This design comes from an exercise in tuning for small area, a short achievable clock period and few clock cycles on the open sky130 flow, not from production work. The RTL was checked by simulation tests, not by an equivalence proof against the original design. No activity file was given, so power comes from the tool's default toggle rates.

==> design/flow/design.v <==
module fcodec_scan (
    input  wire       clk,
    input  wire       rst,         
    input  wire       wr_en,
    input  wire [8:0] wr_addr,
    input  wire [7:0] wr_data,
    input  wire       start,
    input  wire [8:0] len,
    output reg        busy,
    output reg        msg_valid,
    output reg  [8:0] msg_off,     
    output reg  [7:0] msg_plen,    
    output reg        done,
    output reg  [6:0] msg_count,
    output reg  [8:0] consumed
);
    localparam NB = 257;
    localparam NG = 17;            
    localparam [7:0] HDR  = 8'hAA;
    localparam [7:0] TERM = 8'h0A;
    reg            idle;       
    reg [8*NB-1:0] ibuf;
    wire [NB-1:0] is_hdr;      
    wire [NB-1:0] is_term;     
    wire [NB-1:0] too_long;    
    function at_least(input [9:0] b, input integer k);
        reg gt, eq;
        integer j;
        begin
            if (k > 1023) begin
                at_least = 1'b0;
            end else begin
                gt = 1'b0;
                eq = 1'b1;
                for (j = 9; j >= 0; j = j - 1) begin
                    if ((k >> j) & 1) eq = eq & b[j];
                    else              gt = gt | (eq & b[j]);
                end
                at_least = gt | eq;
            end
        end
    endfunction
    genvar p, g, i;
    generate
        for (p = 0; p < NB; p = p + 1) begin : g_byte
            always @(posedge clk)
                if (wr_en && idle && wr_addr == p) ibuf[8*p +: 8] <= wr_data;
            assign is_hdr[p]  = (ibuf[8*p +: 8] == HDR);
            assign is_term[p] = (ibuf[8*p +: 8] == TERM);
            if (p + 1 < NB) begin : g_tl
                assign too_long[p] = at_least({2'b0, ibuf[8*(p+1) +: 8]}, NB - 1 - p);
            end else begin : g_tl_last
                assign too_long[p] = 1'b1;
            end
        end
    endgenerate
    reg [8:0]    n_len;        
    reg [8:0]    q_end;        
    reg [NB-1:0] cand;         
    reg          c_v;          
    reg [8:0]    c_h;          
    reg [7:0]    c_l;          
    wire [16*NG-1:0] cand_x = {{(16*NG-NB){1'b0}}, cand};
    wire [NG-1:0]    g_any;    
    wire [NG-1:0]    g_below;  
    wire [16*NG-1:0] below;    
    wire [8*NG-1:0]  g_l;      
    wire [4*NG-1:0]  g_i;      
    generate
        for (g = 0; g < NG; g = g + 1) begin : g_grp
            wire [15:0] c = cand_x[16*g +: 16];
            wire [15:0] lb;        
            wire [15:0] f = c & ~lb;
            reg  [7:0]  l;
            reg  [3:0]  idx;
            integer k;
            assign lb[0] = 1'b0;
            for (i = 1; i < 16; i = i + 1) begin : g_lb
                assign lb[i] = |c[i-1:0];
            end
            always @(*) begin
                l   = 8'd0;
                idx = 4'd0;
                for (k = 0; k < 16; k = k + 1) begin
                    if (16*g + k + 1 < NB && f[k]) l = l | ibuf[8*(16*g+k+1) +: 8];
                    if (f[k]) idx = idx | k[3:0];
                end
            end
            assign g_any[g]      = |c;
            assign g_l[8*g +: 8] = l;
            assign g_i[4*g +: 4] = idx;
            if (g == 0) begin : g_z
                assign g_below[g] = 1'b0;
            end else begin : g_nz
                assign g_below[g] = |g_any[g-1:0];
            end
            assign below[16*g +: 16] = lb | {16{g_below[g]}};
        end
    endgenerate
    wire [18*64-1:0] tree;
    generate
        for (g = 0; g < 32; g = g + 1) begin : g_leaf
            if (g < NG) begin : g_real
                assign tree[18*(32+g) +: 18] = {g_any[g], g[4:0], g_i[4*g +: 4], g_l[8*g +: 8]};
            end else begin : g_pad
                assign tree[18*(32+g) +: 18] = 18'd0;
            end
        end
        for (i = 1; i < 32; i = i + 1) begin : g_node
            wire [17:0] lo = tree[18*(2*i)   +: 18];
            wire [17:0] hi = tree[18*(2*i+1) +: 18];
            assign tree[18*i +: 18] = lo[17] ? lo : hi;
        end
    endgenerate
    assign tree[17:0] = 18'd0;
    wire          a_any = tree[18+17];
    wire [8:0]    a_h   = tree[18+8 +: 9];
    wire [7:0]    a_l   = tree[18   +: 8];
    function [9:0] term_pos(input [8:0] h, input [7:0] l);
        reg [9:0] a, b, g, p, gg, pp, gn, pn;
        integer j, d;
        begin
            a = {1'b0, h};
            b = {2'b0, l};
            g = a & b;
            p = a ^ b;
            gg = g;
            pp = p;
            gg[0] = g[0] | p[0];           
            pp[0] = 1'b0;
            for (d = 1; d < 10; d = d * 2) begin
                gn = gg;
                pn = pp;
                for (j = d; j < 10; j = j + 1) begin
                    gn[j] = gg[j] | (pp[j] & gg[j-d]);
                    pn[j] = pp[j] & pp[j-d];
                end
                gg = gn;
                pp = pn;
            end
            term_pos = p ^ {gg[8:0], 1'b1};
        end
    endfunction
    wire [9:0] c_t   = term_pos(c_h, c_l);
    wire       c_hit = (c_t < {1'b0, n_len}) && is_term[c_t[8:0]];
    wire       c_live = (c_h >= q_end);           
    wire       c_acc = c_v && c_live && c_hit;
    wire       c_out = c_v && ({1'b0, c_h} + 10'd3 > {1'b0, n_len});    
    wire       c_fin = !a_any || c_out;
    wire [8:0]    n_sel = (len > NB) ? NB[8:0] : len;
    wire [NB-1:0] in_rng;
    wire [NB-1:0] after;
    generate
        for (p = 0; p < NB; p = p + 1) begin : g_rs
            assign in_rng[p] = at_least({1'b0, n_len}, p + 3);
            assign after[p]  = !at_least(c_t, p);
        end
    endgenerate
    always @(posedge clk) begin
        if (rst) begin
            busy      <= 1'b0;
            idle      <= 1'b1;
            msg_valid <= 1'b0;
            done      <= 1'b0;
            c_v       <= 1'b0;
        end else begin
            msg_valid <= 1'b0;
            done      <= 1'b0;
            c_v       <= 1'b0;
            if (idle) begin
                q_end <= 9'd0;
                if (start) begin
                    busy      <= 1'b1;
                    idle      <= 1'b0;
                    msg_count <= 7'd0;
                    consumed  <= 9'd0;
                end
            end else begin
                c_v <= 1'b1;
                if (c_fin) begin
                    busy <= 1'b0;
                    idle <= 1'b1;
                    done <= 1'b1;
                end
                if (c_acc) begin
                    msg_valid <= 1'b1;
                    msg_count <= msg_count + 7'd1;
                    consumed  <= c_t[8:0] + 9'd1;
                    q_end     <= c_t[8:0] + 9'd1;
                end
            end
        end
    end
    always @(posedge clk) begin
        if (idle) begin
            n_len <= n_sel;
            cand  <= is_hdr & ~too_long;
        end else if (c_acc) begin
            cand  <= cand & below[NB-1:0] & in_rng & after;
        end else begin
            cand  <= cand & below[NB-1:0] & in_rng;
        end
        c_h      <= a_h;
        c_l      <= a_l;
        msg_off  <= c_h + 9'd2;
        msg_plen <= c_l - 8'd1;
    end
endmodule
==> design/flow/run.sh <==
#!/bin/bash
# synth_recipe.tcl (not shown) runs the flow's synth.tcl, then flattens the netlist and writes it again
# the make line also repeats each setting of config.mk as NAME=value (left out here)
make -C /OpenROAD-flow-scripts/flow DESIGN_CONFIG=/design/flow/config.mk WORK_HOME=/design/flow/orfs CLKGATE_MAP_FILE= SYNTH_SCRIPT=/design/flow/synth_recipe.tcl finish
==> design/flow/config.mk <==
export PLATFORM = sky130hd
export DESIGN_NAME = fcodec_scan
export DESIGN_NICKNAME = fcodec_scan
export VERILOG_FILES = /design/flow/design.v
export SDC_FILE = /design/flow/constraint.sdc
export NUM_CORES = 4
export LEC_CHECK = 0
export CAP_MARGIN = 20
export CORE_MARGIN = 2
export CORE_UTILIZATION = 40
export PLACE_DENSITY = 0.5
export SETUP_SLACK_MARGIN = 5
export SLEW_MARGIN = 20
==> design/flow/constraint.sdc <==
create_clock -name core_clock -period 10.0 [get_ports {clk}]
set_input_delay 2.0000 -clock core_clock [delete_from_list [all_inputs] [get_ports {clk}]]
set_output_delay 2.0000 -clock core_clock [all_outputs]
set_load 0.01 [all_outputs]
==> metrics.md, run 1 <==
| Metric | Value |
|---|---|
| Status | timing/DRC/antenna clean |
| Router iterations before antenna repair | 12 |
| CTS Sinks | 2386 |
| Die X-Extent | 535 µm |
| Top FF cell, synth | edfxtp_1 |
| Syn nets | 10100 |
| Tightest Pin Transition | 1.37 ns |
| Max frequency | 0.188 GHz |
| Layout area overhead | 16.2% |
| Min Hold Slack | 0.402 ns |
| Worst-path clk slew | 0.06 ns |
| Port bufs | 65 |
| Slowest CP cell | nor2_1 |
| Sequential share of the synthesized area | 60.8% |
| Internal power | 17500 µW |
| Tmin final | 5.31 ns |
| CP Cell Sequence | buf_4 -> inv_1 -> buf_4 -> nand2_1 -> nor2_1 -> nand2_1 -> a21oi_1 -> nand2_1 -> a21oi_1 -> nor3b_1 -> o221ai_1 -> o21ai_0 |
| Setup_tns | 0 ns |
| Pin count of the biggest net entering global routing | 105 |
| Vias in the first global route | 93600 |
| Synth Cell Area | 113000 µm² |
| Ports | 66 |
| Combinational power share | 8.3% |
| RSZ-0062 raised after global routing | true |
| Endpoint type of the worst setup path | register |
| Die Y | 535 µm |
| Die Area | 287000 µm² |
| Critical Path RT | 10.80 ns |
| Cell variety after synth | 89 |
| Initial antenna violation count | 87 |
| DRT antenna net count | 0 |
| IR drop worst, VDD | 0.136 mV |
| Biggest cell delay along the critical path | 0.88 ns |
| Number of flops mapped to enable cells by yosys | 2090 |
| Row count | 195 |
| Gpl congestion | 1.09 |
| Vias | 102000 |
| Reg power frac | 46.2% |
| Number of setup violations in the final report | 0 |
| Clk buf depth | 4 |
| Worst Skew | 0.0433 ns |
| Hold_buf cts | 0 |
| Final Core Density | 46.6% |
| Leak | 0.0412 µW |
| Starting DRC count in detailed routing | 17000 |
| CTS Root Cell | clkbuf_16 |
| CP dominant cell by count | nand2_1 |
| Slew HR | 8.30% |
| DR DRC count | 0 |
| Period Utilization, post-route | 53.1% |
| Async SR Flop Fraction | 0% |
| CORE AREA | 282000 µm² |
| Gr ovfl total | 0 |
| CTS tree | done |
| Critical Path Source Type | register |
| Yosys Warn Count | 17 |
| Crit Path Class | reg -> reg |
| Clk latency of the worst-skew pair | 0.96 ns |
| First-pass GRT wire length | 799000 µm |
| CTS H-tree lvls | 5 |
| Post-detail-place hpwl | 414000 µm |
| Drt total wl | 599000 µm |
| Vias per cell | 7.15 |
| Final Power | 23600 µW |
| Starting Density | 40.1% |
| Share of layout cells above drive strength 1 | 10.5% |
| Worst hold path class | reg -> reg |
| Total CTS buffers | 277 |
| Max-Cap Viols | 0 |
| Cell Pwr Density | 180 nW/µm² |
| Net Sw Power | 6060 µW |
| Cell count after synthesis | 10100 |
| Crit path max fanout | 17 |
| Routed wire per std cell | 41.9 µm |
| Final nets | 10300 |
| GRT Resource Usage Total | 40.3% |
| Clock Power Share | 45.5% |
| #FFs+latches synth | 2386 |
| Mean post-synth cell area | 11.2 µm² |
| Slew Limit Fails | 0 |
| Hold Vio Cnt, Final | 0 |
| WP data arrival | 6.12 ns |
| Sw frac | 25.7% |
-- stage by stage --
step	area, µm²	cells	worst slack (ns)
after floorplan	113000	10100	5.03
after global placement	119000	13600	2.88
after detailed placement	119000	13600	2.70
after CTS	130000	14200	4.95
after global routing	131000	14200	4.98
final	131000	14300	4.69
-- path summary, 6_finish.rpt --
check | from | endpoint | slack, ns | cells past startpoint
worst max register to register | n_len[8] | cand[30] | 4.69 | 12
worst min register to register | c_h[0] | msg_off[0] | 0.40 | 0
worst min-delay path | c_h[0] | msg_off[0] | 0.40 | 0
worst max-delay path | n_len[8] | cand[30] | 4.69 | 12
-- cells by family (layout without fill, tap and decap cells) --
logic type | count (synthesis) | count (layout) | share of synthesized area [%]
compound gates | 2772 | 2772 | 17.0
flops | 2386 | 2386 | 60.8
buf+inv | 686 | 1098 | 2.29
fa+ha+maj | 41 | 41 | 0.461
xor+xnor | 36 | 36 | 0.279
simple gates | 4090 | 4093 | 18.7
mux | 42 | 42 | 0.392
other cells | 0 | 78 | 0
-- registers in the layout (all words and copies together) (netlist names) --
signal	cells
busy	1
c_h	9
c_l	8
c_v	1
cand	257
consumed	9
done	1
ibuf	2056
idle	1
msg_count	7
msg_off	9
msg_plen	8
msg_valid	1
n_len	9
q_end	9
-- worst max-delay path, delay by kind of cell (launching register included) --
family / cells / cell delay [ns]
buf+inv: 3 / 1.00
simple gates: 5 / 2.22
flops: 1 / 0.41
compound gates: 4 / 1.50
-- cell type report --
type | instances | area, µm²
diodes | 78 | 195
clock buffers | 368 | 7640
clock inverters | 140 | 1750
fillers | 25800 | 150000
inverters | 139 | 558
multi-input cells | 6984 | 43100
flip-flops and latches | 2386 | 68700
well taps | 3743 | 4680
repair buffers | 451 | 4550
-- power groups by stage --
stage	clock network, µW	registers [µW]	logic [µW]
2_1_floorplan	0	11100	492
3_3_place_gp	0	11100	1650
3_5_place_dp	0	11100	1640
4_1_cts	10800	10900	1760
5_1_grt	11100	10900	1870
6_report	10700	10900	1970
-- timing repair --
action | CTS | global route
gates cloned | 10 | 9
gates resized for setup | 186 | 96
endpoints found under the setup margin | 649 | 291
setup buffers | 44 | 31
pin swaps | 27 | 16
-- placed cells by master (no fill, tap or decap), types with 82 or more instances in the layout --
cell / instances
o2111ai_1: 93
a222oi_1: 128
a31oi_1: 108
and3_1: 83
o21ai_0: 458
dfxtp_1: 279
a221oi_1: 239
buf_4: 299
nand3b_1: 109
a21oi_1: 645
o211ai_1: 82
nand2_1: 967
a22oi_1: 184
inv_1: 126
nand3_1: 426
nand4_1: 252
edfxtp_1: 2090
clkbuf_16: 291
nor3_1: 294
nor4b_1: 150
nor2_1: 950
nor4_1: 194
-- synth_stat cells (71+ instances only) --
cell type / instances / area share (%)
a21oi_1: 656 / 2.9
a221oi_1: 239 / 1.9
a222oi_1: 128 / 1.1
a22oi_1: 184 / 1.2
a31oi_1: 116 / 0.64
and3_1: 83 / 0.46
clkbuf_1: 478 / 1.6
dfxtp_1: 296 / 5.2
edfxtp_1: 2090 / 56
inv_1: 131 / 0.44
nand2_1: 978 / 3.3
nand3_1: 442 / 2.0
nand3b_1: 109 / 0.72
nand4_1: 252 / 1.4
nor2_1: 987 / 3.3
nor2b_1: 75 / 0.42
nor3_1: 307 / 1.4
nor4_1: 205 / 1.1
nor4b_1: 155 / 1.2
o2111ai_1: 94 / 0.73
o211ai_1: 82 / 0.55
o21ai_0: 484 / 2.1
or4_1: 71 / 0.47
-- metal layers --
metal  share of wire (%)  wire [µm]  up-vias  GRT usage [%]
met1                  37     219000    50900           50.2
met5               0.094        564        -          0.683
met2                  42     251000     8266           57.8
met3                  12      74400     2125           12.8
li1                    -          -    40800              -
met4                 9.0      53700       51           31.1
Testbench counts, summed over its fixed seeds: cycles 10,531.
==> inputs of run 2 (changes only) <==
--- a/design/flow/config.mk
+++ b/design/flow/config.mk
@@ -7,7 +7,7 @@
 export LEC_CHECK = 0
 export CAP_MARGIN = 20
 export CORE_MARGIN = 2
-export CORE_UTILIZATION = 40
-export PLACE_DENSITY = 0.5
+export CORE_UTILIZATION = 45
+export PLACE_DENSITY = 0.55
 export SETUP_SLACK_MARGIN = 5
 export SLEW_MARGIN = 20
==> metrics.md, run 2 <==
| Metric | Value |
|---|---|
| Status | timing/DRC/antenna clean |
| Starting DRC count in detailed routing | 19700 (+16%) |
| Biggest register | ibuf |
| Final nets | 10300 (-0.38%) |
| Layout area overhead | 15.0% |
| Layout Cells excl Fill | 13800 (-3.4%) |
| Top cell type's share of synthesized area | 55.6% (unchanged) |
| RSZ-0062 raised after global routing | true |
| CORE AREA | 249000 µm² (-12%) |
| Final Power | 23400 µW (-0.57%) |
| Fill cell count | 22100 (-14%) |
| Setup ws final | 4.68 ns (-0.0102 ns) |
| DR DRC count | 0 (unchanged) |
| Syn nets | 10100 (unchanged) |
| Post-synthesis mux area share | 0.392% (unchanged) |
| Period Utilization, post-route | 53.2% (+0.10 points) |
| Share of layout cells above drive strength 1 | 9.99% (-0.50 points) |
| Critical Path RT | 10.83 ns (+0.03 ns) |
| Pin count of the biggest net entering global routing | 116 (+10%) |
| Clk buf depth | 4 (unchanged) |
| Most common cell after layout, fill and taps aside | edfxtp_1 |
| Biggest cell delay along the critical path | 1.11 ns (+0.23 ns) |
| Setup_tns | 0 ns (unchanged) |
| Worst hold path class | reg -> reg |
| Synth Cell Area | 113000 µm² (unchanged) |
| Hold Vio Cnt, Final | 0 (unchanged) |
| Ports | 66 (unchanged) |
| Hold_buf cts | 0 (unchanged) |
| Worst-path clk slew | 0.06 ns (about the same) |
| Clk latency of the worst-skew pair | 0.98 ns (+0.02 ns) |
| Cell count after synthesis | 10100 (unchanged) |
| Max FFs per register | 2056 (unchanged) |
| Tightest Pin Transition | 1.44 ns (+0.0652 ns) |
| Number of flops mapped to enable cells by yosys | 2090 (unchanged) |
| CP dominant cell by count | buf_4 |
| Compound-Gate Fraction of Synth Area | 17.0% (unchanged) |
| Slew HR | 3.94% (-4.4 points) |
| Dpl ws | 3.05 ns (+0.353 ns) |
| Mean post-synth cell area | 11.2 µm² (unchanged) |
| Largest regs | ibuf: 2056 flops, cand: 257 flops |
| WP data arrival | 6.15 ns (+0.03 ns) |
| #FFs+latches synth | 2386 (unchanged) |
| Die Y | 505 µm (-5.7%) |
| Vias per cell | 7.49 (+4.7%) |
| Initial antenna violation count | 83 (-4.6%) |
| Max frequency | 0.188 GHz (-0.19%) |
| CTS Sinks | 2386 (unchanged) |
| Reg2reg start | c_h[0] |
| Slew Limit Fails | 0 (unchanged) |
| Gr ovfl total | 0 (unchanged) |
| CP startpoint | c_h[0] |
| Leak | 0.0408 µW (-0.99%) |
| Hold_sp | c_h[0] |
| DRT antenna net count | 0 (unchanged) |
| Port bufs | 65 (unchanged) |
| Router iterations before antenna repair | 13 (+1) |
| Number of setup violations in the final report | 0 (unchanged) |
| Die X-Extent | 505 µm (-5.7%) |
| Min Hold Slack | 0.403 ns (+0.00107 ns) |
| CP Cell Sequence | inv_2 -> ha_4 -> fa_4 -> buf_4 -> buf_4 -> clkbuf_16 -> nor3_1 -> o221ai_1 -> nand4b_1 -> o211ai_1 -> a211oi_4 -> buf_4 -> or2_2 -> a21oi_1 -> o32ai_1 |
| Largest family of logic cells by synthesized area | simple AND/OR/NAND/NOR gates |
| Synth Area in Adders | 0.461% (unchanged) |
| Vias | 103000 (+1.2%) |
| IR drop worst, VDD | 0.201 mV (+48%) |
| Routed wire per std cell | 42.3 µm (+1.0%) |
| Placed insts | 13200 (-3.1%) |
| Tmin final | 5.32 ns (+0.0102 ns) |
| Main area contributors after synthesis | edfxtp_1 56%, dfxtp_1 5.2%, nor2_1 3.3%, nand2_1 3.3%, a21oi_1 2.9% |
| Top FF cell, synth | edfxtp_1 |
| CTS Root Cell | clkbuf_16 |
| Gpl congestion | 1.07 (-1.8%) |
| Crit Path Class | reg -> reg |
| Count leader, synth | edfxtp_1 |
| Starting Density | 45.3% (+5.2 points) |
| Crit path max fanout | 12 (-5) |
| Async SR Flop Fraction | 0% (unchanged) |
| GRT Resource Usage Total | 44.1% (+3.9 points) |
| Endpoint type of the worst setup path | register |
| Yosys Warn Count | 17 (unchanged) |
| Slowest CP cell | nor3_1 |
| Critical Path Source Type | register |
| Yosys top cell by area | edfxtp_1 |
| Total CTS buffers | 285 (+2.9%) |
| Fraction of synthesized cell area in xor and xnor cells | 0.279% (unchanged) |
| Die Area | 255000 µm² (-11%) |
| Row count | 183 (-6.2%) |
| Top cells by count, synth | 2090 x edfxtp_1, 987 x nor2_1, 978 x nand2_1 |
| Buffers & Inverters on Critical Path | 5 (+2) |
| Cell variety after synth | 89 (unchanged) |
| Cell Pwr Density | 180 nW/µm² (+0.47%) |
| CP top delay family | simple AND/OR/NAND/NOR gates |
| CTS H-tree lvls | 5 (unchanged) |
| Drt total wl | 585000 µm (-2.4%) |
| Most frequent cells in the layout | 2090 x edfxtp_1, 965 x nand2_1, 945 x nor2_1, 648 x a21oi_1, 470 x o21ai_0 |
| Post-Synth Simple-Gate Area | 18.7% (unchanged) |
| CTS tree | done |
| Post-detail-place hpwl | 403000 µm (-2.7%) |
| Worst Skew | 0.0827 ns (+0.0394 ns) |
| Vias in the first global route | 93300 (-0.25%) |
| Sequential share of the synthesized area | 60.8% (unchanged) |
| Max-Cap Viols | 0 (unchanged) |
| First-pass GRT wire length | 785000 µm (-1.6%) |
==> run 2: worst paths after layout <==
kind | end | slack (ns) | cells after the start
setup / recovery | cand[124] | 4.68 | 15
hold / removal | msg_off[0] | 0.40 | 0
setup reg to reg | cand[124] | 4.68 | 15
hold reg to reg | msg_off[0] | 0.40 | 0
==> run 2: area by class of cell <==
type	count	area (µm²)	share of cell area (%)
clock inverter	157	1910	1.47
clock buffer	335	7440	5.73
sequential	2386	68700	52.9
inverter	139	552	0.425
antenna	72	180	0.139
timing repair buffer	403	3940	3.04
tap	3330	4170	3.21
multi-input combinational	6985	42900	33.1
==> run 2: layer usage <==
metal / track usage (%) / part of all wire, %
met5: 0.807 / 0.10
met4: 31.2 / 8.2
met3: 14.4 / 13
met2: 62.1 / 42
met1: 57.1 / 37
==> run 2: kinds of logic (layout without fill, tap and decap cells) <==
| kind of cell | count (synthesis) | in the layout |
|---|---|---|
| flip-flops | 2386 | 2386 |
| XOR/XNOR | 36 | 36 |
| other | 0 | 72 |
| AND/OR/NAND/NOR | 4090 | 4094 |
| multiplexers | 42 | 42 |
| AO/OA/AOI/OAI | 2772 | 2772 |
| buffers and inverters | 686 | 1034 |
| adder cells (fa/ha/maj) | 41 | 41 |
==> run 2: power by group <==
group          internal (µW)  total (µW)  switching, µW
sequential             10800       10900           27.0
combinational            344        1900           1560
clock                   6380       10600           4270
==> run 2: timing repair <==
item                                   4_1_cts  5_1_grt
setup endpoints to repair                  300      373
pin swaps                                   18       14
setup buffers                               40        9
endpoints found under the hold margin        0        0
cloned                                       7        3
gates resized for setup                    159       82
==> run 2: metrics by stage <==
stage               cell area, µm²  util [%]
global placement            118000      47.5
global route                130000      52.0
finish                      130000      52.1
CTS                         129000      51.8
detailed placement          118000      47.6
floorplan                   113000         -

==> static timing again, ports no longer ideal <==
In the flow no input, the clock included, has a driving cell. The finished layouts below were timed again as built, in two steps. Step 1: set_driving_cell puts a clkbuf_16 on clk and a buf_2 on each other input, an assumption about the parent block. Step 2 times the ports against the registers' clock, not the clock port: input delays grow and output delays shrink by t, the midpoint of the rising clock arrivals with the driver on. Slacks: ideal / step 1 / step 2; pairs: ideal / step 1.
run	t, ns	setup slack, ns	worst setup path at the end	worst register clock-pin slew, ns
run 1	1.036	4.687 / 4.687 / 4.224	input to register	0.07 / 0.07
run 2	1.047	4.677 / 4.677 / 3.909	input to register	0.07 / 0.07
After both steps every run listed still meets setup and hold. For run 2, which loses most, drivers alone change the setup slack by 0.000 ns; drivers and shift together by -0.768 ns.
